This is an optimization exercise on Yosys and OpenROAD, whose aim is small area, not a production implementation.
At most, simulation tests tie the RTL to the original design; equivalence was not proved.
Power is estimated from default activity; no workload was simulated.

Design ppsb_engine, start of the top module:
module ppsb_engine (
    input  wire        clk,
    input  wire        rst,           
    input  wire        start,         
    input  wire [7:0]  op,            
    input  wire [31:0] opa,
    input  wire [31:0] opb,
    input  wire [31:0] clk_pwm,       
    input  wire [1:0]  pwm_corr,      
    input  wire        pwm_odd,       
    output wire        busy,
    output wire        done,          
    output wire [1:0]  err_code,      
    output wire [31:0] res0,
    output wire [31:0] res1,
    output reg  [1:0]  psc,           
    output reg  [4:0]  scalar,        
    output wire [10:0] bound,         
    output wire [10:0] duty,
    output wire [31:0] ratio,
    output wire [31:0] resid,
    output reg         fallback
);
Size: ~240 flip-flops, about 270 I/O pins.
clock: 6.0 ns
lec_check: 0
abc_area: 1
cap_margin: 20
core_margin: 2
core_utilization: 60
place_density: 0.75
slew_margin: 20
standard.sh (not shown) runs the stock make flow with config.mk's settings and CLKGATE_MAP_FILE= SYNTH_SCRIPT=/design/flow/synth_recipe.tcl, a recipe that flattens the netlist after the stock synthesis.
==> flow/flow/run.sh <==
#!/bin/bash
# Layout flow: the standard flow, with the smallest buffer cell on each
# port and a clock tree without dummy loads. Full output in standard.log.
set -e
export BUFFER_PORTS_ARGS="-buffer_cell sky130_fd_sc_hd__buf_1"
export CTS_ARGS="-sink_clustering_enable -repair_clock_nets -sink_clustering_size 30 -sink_clustering_max_diameter 80 -buf_list sky130_fd_sc_hd__clkbuf_16 -dont_use_dummy_load"
bash standard.sh > standard.log 2>&1
Next try:
==> flow/run.sh (new file) <==
#!/bin/bash
# synth_recipe.tcl (not shown) runs the flow's synth.tcl, then flattens the netlist and writes it again
# the make line also repeats each setting of config.mk as NAME=value (left out here)
make -C /OpenROAD-flow-scripts/flow DESIGN_CONFIG=/design/flow/config.mk WORK_HOME=/design/flow/orfs CLKGATE_MAP_FILE= SYNTH_SCRIPT=/design/flow/synth_recipe.tcl finish
- CTS_BUF_LIST: not set -> sky130_fd_sc_hd__clkbuf_4 sky130_fd_sc_hd__clkbuf_8
removed: flow/flow/run.sh
removed: flow/standard.sh
Effect: The changed run passed the timing, DRC and antenna checks; final area came out higher by 18%; total power came out higher by 18%; non-clock buffer count came out higher by 1; worst setup slack improved by 0.075 ns; maximum frequency came out higher by 1.5%; sequential share of layout area came out lower by 7.2 points.
Function was not checked in any run of this note: the RTL went through the layout flow alone.

* * *

ppsb_engine, a different RTL version from the one above (not shown whole).
Size: roughly 9400 um2 of cells after synthesis.
==> flow/design.v (excerpt) <==
module ppsb_engine (
    input  wire        clk,
    input  wire        rst,           
    input  wire        start,         
    input  wire [7:0]  op,            
    input  wire [31:0] opa,
    input  wire [31:0] opb,
    input  wire [31:0] clk_pwm,       
    input  wire [1:0]  pwm_corr,      
    input  wire        pwm_odd,       
    output wire        busy,
    output wire        done,          
    output wire [1:0]  err_code,      
    output wire [31:0] res0,
    output wire [31:0] res1,
    output reg  [1:0]  psc,           
    output reg  [4:0]  scalar,        
    output wire [10:0] bound,         
    output wire [10:0] duty,
    output wire [31:0] ratio,
    output wire [31:0] resid,
    output reg         fallback
);
    localparam [3:0] S_IDLE   = 4'd0,
                     S_DONE   = 4'd1,    
                     S_TRIAL  = 4'd2,    
                     S_COMMIT = 4'd3,    
                     S_FB     = 4'd4,    
                     S_CLAMP  = 4'd5,    
                     S_WAIT   = 4'd6,    
                     S_P0     = 4'd8,    
                     S_P1     = 4'd9,    
                     S_DV     = 4'd10,   
                     S_CORR   = 4'd11,   
                     S_BOOST  = 4'd12,   
                     S_HOR    = 4'd13,   
                     S_ADD50  = 4'd14,   
                     S_DV2    = 4'd15;   
    reg [3:0]  st;
    reg [31:0] A, B, T, D, R;
    reg [4:0]  ph;
    reg [5:0]  cnt;
    reg        dirty;
    reg [1:0]  kc;            
    reg [1:0]  kx;            
    wire       k_div  = ~kc[1] & kc[0];
    wire       k_mul  = kc[1] & ~kc[0];
    wire       k_pwm  = kc[1] & kc[0];
    wire       k_pwmd = k_pwm & kx[1];
    wire       k_odd  = kx[0];
    wire [1:0] k_w    = kx;
  ...
Settings: LEC_CHECK=0, ABC_AREA=1, CAP_MARGIN=20, CORE_MARGIN=2, CORE_UTILIZATION=60, PLACE_DENSITY=0.75, SLEW_MARGIN=20; clock period 6.0 ns.
==> flow/flow/run.sh <==
#!/bin/bash
# Layout flow: the standard synthesis; then the combinational logic of
# that netlist is re-mapped for area with ABC (flow/reopt.sh), keeping every
# flip-flop instance as synthesized; then the standard layout, with the
# smallest buffer cell on each port and a clock tree without dummy loads.
# Each tool's full output goes to a log file of its own in this folder.
set -euo pipefail
export BUFFER_PORTS_ARGS="-buffer_cell sky130_fd_sc_hd__buf_1"
export CTS_ARGS="-sink_clustering_enable -repair_clock_nets -sink_clustering_size 30 -sink_clustering_max_diameter 80 -buf_list sky130_fd_sc_hd__clkbuf_16 -root_buf sky130_fd_sc_hd__clkbuf_8 -tree_buf sky130_fd_sc_hd__clkbuf_8 -dont_use_dummy_load"

bash standard.sh synth > synth.log 2>&1

RES=$(pwd)/orfs/results/${FLOW_PLATFORM}/ppsb_engine/base
LIB=$FLOW_HOME/platforms/${FLOW_PLATFORM}/lib/sky130_fd_sc_hd__tt_025C_1v80.lib
DU=$(sed -n '/^export DONT_USE_CELLS/,/^#/p' $FLOW_HOME/platforms/${FLOW_PLATFORM}/config.mk | grep -o 'sky130_fd_sc_hd__[a-z0-9_]*' | tr '\n' ' ')
cp $RES/1_2_yosys.v $RES/1_2_yosys_std.v
bash flow/reopt.sh $RES/1_2_yosys_std.v $RES/1_2_yosys.v $LIB "$DU" $(pwd)/reopt
rm -f $RES/1_synth.odb $RES/1_synth.sdc

bash standard.sh > standard.log 2>&1
==> flow/flow/reopt.sh <==
#!/bin/bash
# Re-map the combinational logic of a mapped netlist for area with ABC,
# keeping every flip-flop instance (name, cell type, connections) as is.
# usage: reopt.sh IN.v OUT.v LIB DONT_USE_LIST WORKDIR
set -euo pipefail
IN=$1; OUT=$2; LIB=$3; DU=$4; W=$5
mkdir -p $W
cat > $W/area.abc <<'E'
strash
&get -n
&st
&deepsyn -T 60
&dch
&nf -a
&st
&deepsyn -T 60
&dch
&nf -a
&put
E
DUARGS=""
for c in $DU; do DUARGS="$DUARGS -dont_use $c"; done
cat > $W/reopt.ys <<E
read_liberty -ignore_miss_func $LIB
read_verilog $IN
hierarchy -top ppsb_engine
blackbox sky130_fd_sc_hd__df* sky130_fd_sc_hd__edf* sky130_fd_sc_hd__sdf* sky130_fd_sc_hd__sedf* sky130_fd_sc_hd__dl*
flatten
opt_clean -purge
abc -liberty $LIB $DUARGS -script $W/area.abc
read_liberty -lib -ignore_redef $LIB
splitnets
opt_clean -purge
hilomap -singleton -hicell sky130_fd_sc_hd__conb_1 HI -locell sky130_fd_sc_hd__conb_1 LO
insbuf -buf sky130_fd_sc_hd__buf_4 A X
opt_clean -purge
tee -o $W/reopt_stat.txt stat -liberty $LIB
check -assert -mapped
write_verilog -noattr -nohex -nodec $OUT
E
yosys -s $W/reopt.ys > $W/reopt.log 2>&1
The baseline produced a clean layout.
Then changed:
--- a/flow/flow/run.sh
+++ b/flow/flow/run.sh
@@ -8,3 +8,3 @@
 export BUFFER_PORTS_ARGS="-buffer_cell sky130_fd_sc_hd__buf_1"
-export CTS_ARGS="-sink_clustering_enable -repair_clock_nets -sink_clustering_size 30 -sink_clustering_max_diameter 80 -buf_list sky130_fd_sc_hd__clkbuf_16 -root_buf sky130_fd_sc_hd__clkbuf_8 -tree_buf sky130_fd_sc_hd__clkbuf_8 -dont_use_dummy_load"
+export CTS_ARGS="-sink_clustering_enable -repair_clock_nets -sink_clustering_size 30 -sink_clustering_max_diameter 80 -buf_list sky130_fd_sc_hd__clkbuf_16 -dont_use_dummy_load"
 
The changed run passed the timing, DRC and antenna checks.
Core utilization increases by 0.22 points.
Wire length increases by 0.35%.
Worst hold slack hardly moves.
Synthesized cell count stays the same.

what the ideal ports hide:
In the flow no input, the clock included, has a driving cell. The finished layouts below were timed again as built, in two steps.
Step 1 (the two cells are an assumption about what drives the block):
set clk [get_ports {clk}]
set_driving_cell -lib_cell sky130_fd_sc_hd__clkbuf_16 $clk
set_driving_cell -lib_cell sky130_fd_sc_hd__buf_2 [delete_from_list [all_inputs] $clk]
Step 2 moves the port delays by t, midway between the first and last clock arrival at a register: inputs arrive t later, outputs are due t later. That takes back most of the time a late clock gives input paths.
a / b / c = ideal ports / drivers / drivers and shift; a / b = the first two.
run | t, ns | setup slack, ns | hold WS [ns] | slew at the worst register clock pin (ns) | worst data-port slew with drivers (ns)
the first run of note 1 | 0.512 | 0.826 / 0.826 / 0.826 | 0.324 / 0.324 / 0.324 | 0.11 / 0.11 | 0.06
the second run of note 1 | 0.587 | 0.901 / 0.901 / 0.901 | 0.340 / 0.340 / 0.340 | 0.07 / 0.07 | 0.07
the first run of note 2 | 0.531 | 0.346 / 0.346 / 0.346 | 0.346 / 0.346 / 0.346 | 0.11 / 0.11 | 0.05
the second run of note 2 | 0.490 | 0.382 / 0.382 / 0.382 | 0.346 / 0.346 / 0.346 | 0.11 / 0.11 | 0.05
After both steps setup and hold are still met in every run listed.
